Source: an optimization exercise on an open RTL-to-GDS flow (aim: small area and few clock cycles). Production flows keep margins and buffers that such runs may drop.
The RTL was checked by simulation tests, not by an equivalence proof against the original design.
No activity file was given, so power comes from the tool's default toggle rates.

==> flow/design.v (excerpt) <==
module stm_core (
    input  wire       clk,
    input  wire       rst,           
    input  wire       step_valid,
    input  wire [7:0] step_word,
    output wire       step_ready,
    output wire       resp_valid,
    output reg  [1:0] resp_code,     
    output wire [2:0] out_pins,
    output wire       diag_valid,
    output reg  [7:0] diag_data,
    input  wire       diag_ready
);
    localparam P_MAIN = 4'b0110;
    localparam P_HALT = 4'b0111;
    localparam P_TISR = 4'b1000;    
    localparam M_ENTER   = 3'b000;
    localparam M_CONSUME = 3'b001;
    localparam M_TICK    = 3'b010;
    localparam M_EXIT0   = 3'b011;
    localparam M_WAIT    = 3'b100;
    localparam M_PANIC   = 3'b101;
    localparam M_EXIT1   = 3'b111;
    localparam SP_ENTER  = 2'd0;
    localparam SP_SIGNAL = 2'd1;
    localparam SP_EXIT   = 2'd2;
    localparam SP_DONE   = 2'd3;
    localparam B_ENTER = 3'd0;
    localparam B_EDGE  = 3'd1;
    localparam B_ACK   = 3'd2;
    localparam B_EXIT  = 3'd3;
    localparam B_RET   = 3'd4;
  ...
Size: about 490 cells after synthesis.
export LEC_CHECK = 0
export CAP_MARGIN = 20
export CORE_MARGIN = 2
export CORE_UTILIZATION = 55
export GPL_TIMING_DRIVEN = 0
export SLEW_MARGIN = 20
create_clock -name core_clock -period 12.0 [get_ports {clk}]
standard.sh (not shown) runs the stock make flow with config.mk's settings and CLKGATE_MAP_FILE= SYNTH_SCRIPT=/design/flow/synth_recipe.tcl, a recipe that flattens the netlist after the stock synthesis.
==> flow/flow/run.sh <==
#!/bin/bash
# Standard layout, with the standard synthesis's combinational logic re-mapped
# for area (registers untouched), the smallest buffer on the ports and no
# dummy loads on the clock tree.
# Each tool's output goes to its own log here.
set -euo pipefail
R=orfs/results/$FLOW_PLATFORM/stm_core/base
LIB=$FLOW_HOME/platforms/$FLOW_PLATFORM/lib/sky130_fd_sc_hd__tt_025C_1v80.lib
YOSYS=$FLOW_HOME/../tools/install/yosys/bin/yosys
[ -x "$YOSYS" ] || YOSYS=yosys

# 1. the standard synthesis, unchanged
bash standard.sh synth > log_synth.txt 2>&1

# 2. re-map the combinational logic (ABC deep synthesis, then area mapping)
cp $R/1_2_yosys.v std_synth.v
sed -e "s#LIBFILE#$LIB#g" -e "s#NETLIST#std_synth.v#" -e "s#OUTFILE#resyn.v#" flow/resyn.ys > resyn_run.ys
$YOSYS -s resyn_run.ys > log_resyn.txt 2>&1
cp resyn.v $R/1_2_yosys.v
rm -f $R/1_synth.odb $R/1_synth.sdc

# 3. the rest of the standard layout on the re-mapped netlist
bash standard.sh "BUFFER_PORTS_ARGS=-buffer_cell sky130_fd_sc_hd__buf_1" \
  "CTS_ARGS=-sink_clustering_enable -repair_clock_nets -dont_use_dummy_load" finish > log_layout.txt 2>&1
==> flow/flow/resyn.ys <==
# Re-map the combinational logic of the standard synthesis for area.
# The flip-flops (and the tie cell) are kept as they are, instance for
# instance, so every register keeps its name and cell type.
read_liberty -ignore_miss_func LIBFILE
read_verilog NETLIST
hierarchy -top stm_core
blackbox sky130_fd_sc_hd__dfxtp_1 sky130_fd_sc_hd__edfxtp_1 sky130_fd_sc_hd__conb_1
flatten
opt -purge
abc -script flow/resyn.abc -D 12000 -liberty LIBFILE -dont_use sky130_fd_sc_hd__lpflow_bleeder_1 -dont_use sky130_fd_sc_hd__lpflow_clkbufkapwr_1 -dont_use sky130_fd_sc_hd__lpflow_clkbufkapwr_16 -dont_use sky130_fd_sc_hd__lpflow_clkbufkapwr_2 -dont_use sky130_fd_sc_hd__lpflow_clkbufkapwr_4 -dont_use sky130_fd_sc_hd__lpflow_clkbufkapwr_8 -dont_use sky130_fd_sc_hd__lpflow_clkinvkapwr_1 -dont_use sky130_fd_sc_hd__lpflow_clkinvkapwr_16 -dont_use sky130_fd_sc_hd__lpflow_clkinvkapwr_2 -dont_use sky130_fd_sc_hd__lpflow_clkinvkapwr_4 -dont_use sky130_fd_sc_hd__lpflow_clkinvkapwr_8 -dont_use sky130_fd_sc_hd__lpflow_decapkapwr_12 -dont_use sky130_fd_sc_hd__lpflow_decapkapwr_3 -dont_use sky130_fd_sc_hd__lpflow_decapkapwr_4 -dont_use sky130_fd_sc_hd__lpflow_decapkapwr_6 -dont_use sky130_fd_sc_hd__lpflow_decapkapwr_8 -dont_use sky130_fd_sc_hd__lpflow_inputiso0n_1 -dont_use sky130_fd_sc_hd__lpflow_inputiso0p_1 -dont_use sky130_fd_sc_hd__lpflow_inputiso1n_1 -dont_use sky130_fd_sc_hd__lpflow_inputiso1p_1 -dont_use sky130_fd_sc_hd__lpflow_inputisolatch_1 -dont_use sky130_fd_sc_hd__lpflow_isobufsrc_1 -dont_use sky130_fd_sc_hd__lpflow_isobufsrc_16 -dont_use sky130_fd_sc_hd__lpflow_isobufsrc_2 -dont_use sky130_fd_sc_hd__lpflow_isobufsrc_4 -dont_use sky130_fd_sc_hd__lpflow_isobufsrc_8 -dont_use sky130_fd_sc_hd__lpflow_isobufsrckapwr_16 -dont_use sky130_fd_sc_hd__lpflow_lsbuf_lh_hl_isowell_tap_1 -dont_use sky130_fd_sc_hd__lpflow_lsbuf_lh_hl_isowell_tap_2 -dont_use sky130_fd_sc_hd__lpflow_lsbuf_lh_hl_isowell_tap_4 -dont_use sky130_fd_sc_hd__lpflow_lsbuf_lh_isowell_4 -dont_use sky130_fd_sc_hd__lpflow_lsbuf_lh_isowell_tap_1 -dont_use sky130_fd_sc_hd__lpflow_lsbuf_lh_isowell_tap_2 -dont_use sky130_fd_sc_hd__lpflow_lsbuf_lh_isowell_tap_4 -dont_use sky130_fd_sc_hd__probe_p_8 -dont_use sky130_fd_sc_hd__probec_p_8 
opt_clean -purge
hilomap -singleton -hicell sky130_fd_sc_hd__conb_1 HI -locell sky130_fd_sc_hd__conb_1 LO
insbuf -buf sky130_fd_sc_hd__buf_1 A X
splitnets
opt_clean -purge
check
stat -liberty LIBFILE
write_verilog -noattr -nohex -nodec OUTFILE
Other scripts of this flow, unchanged in this note and not shown: flow/flow/resyn.abc
Testbench counts at the start, summed over its fixed seeds: cycles 67,555.
Next try:
--- a/flow/flow/run.sh
+++ b/flow/flow/run.sh
@@ -3,2 +3 @@
-# for area (registers untouched), the smallest buffer on the ports and no
-# dummy loads on the clock tree.
+# for area (registers untouched).
@@ -23,2 +22 @@
-bash standard.sh "BUFFER_PORTS_ARGS=-buffer_cell sky130_fd_sc_hd__buf_1" \
-  "CTS_ARGS=-sink_clustering_enable -repair_clock_nets -dont_use_dummy_load" finish > log_layout.txt 2>&1
+bash standard.sh finish > log_layout.txt 2>&1
--- a/flow/flow/resyn.ys
+++ b/flow/flow/resyn.ys
@@ -13 +13 @@
-insbuf -buf sky130_fd_sc_hd__buf_1 A X
+insbuf -buf sky130_fd_sc_hd__buf_4 A X
--- a/flow/config.mk
+++ b/flow/config.mk
@@ -11 +10,0 @@
-export GPL_TIMING_DRIVEN = 0
The changed run completed without violations.
Area after synthesis hardly moves.
Critical path depth is unchanged.
Register-to-register slack gains 0.18 ns.
Non-clock buffer count is higher by 2.
Setup slack loses 0.40 ns.
Via count is lower by 0.96%.
Clock skew is lower by 0.015 ns.
Total power is higher by 15%.
First-iteration DRC count is lower by 14%.
Cell count is higher by 0.84%.

==> re-timing with driven ports <==
The results above use ideal ports. As a check the final layouts listed here were re-extracted and re-timed, cells and wires unchanged.
Step 1 (the two cells are an assumption about what drives the block):
set clk [get_ports {clk}]
set_driving_cell -lib_cell sky130_fd_sc_hd__clkbuf_16 $clk
set_driving_cell -lib_cell sky130_fd_sc_hd__buf_2 [delete_from_list [all_inputs] $clk]
Step 2 moves the port delays by t, midway between the first and last clock arrival at a register: inputs arrive t later, outputs are due t later. That takes back most of the time a late clock gives input paths.
Three values: ideal ports, drivers, drivers and shift; two values: the first two.
| run | t (ns) | setup slack, ns | hold slack, ns | worst setup path after step 2 | clock arrival spread, ns |
|---|---|---|---|---|---|
| the first run | 0.317 | 2.941 / 2.917 / 2.917 | 0.475 / 0.475 / 0.475 | input to output | 0.022 / 0.023 |
| the second run | 0.332 | 2.542 / 2.506 / 2.506 | 0.493 / 0.493 / 0.493 | input to output | 0.008 / 0.008 |
After both steps every run listed still meets setup and hold. The setup slack of the second run, which loses most, moves by -0.036 ns with the drivers and by -0.036 ns with both steps.
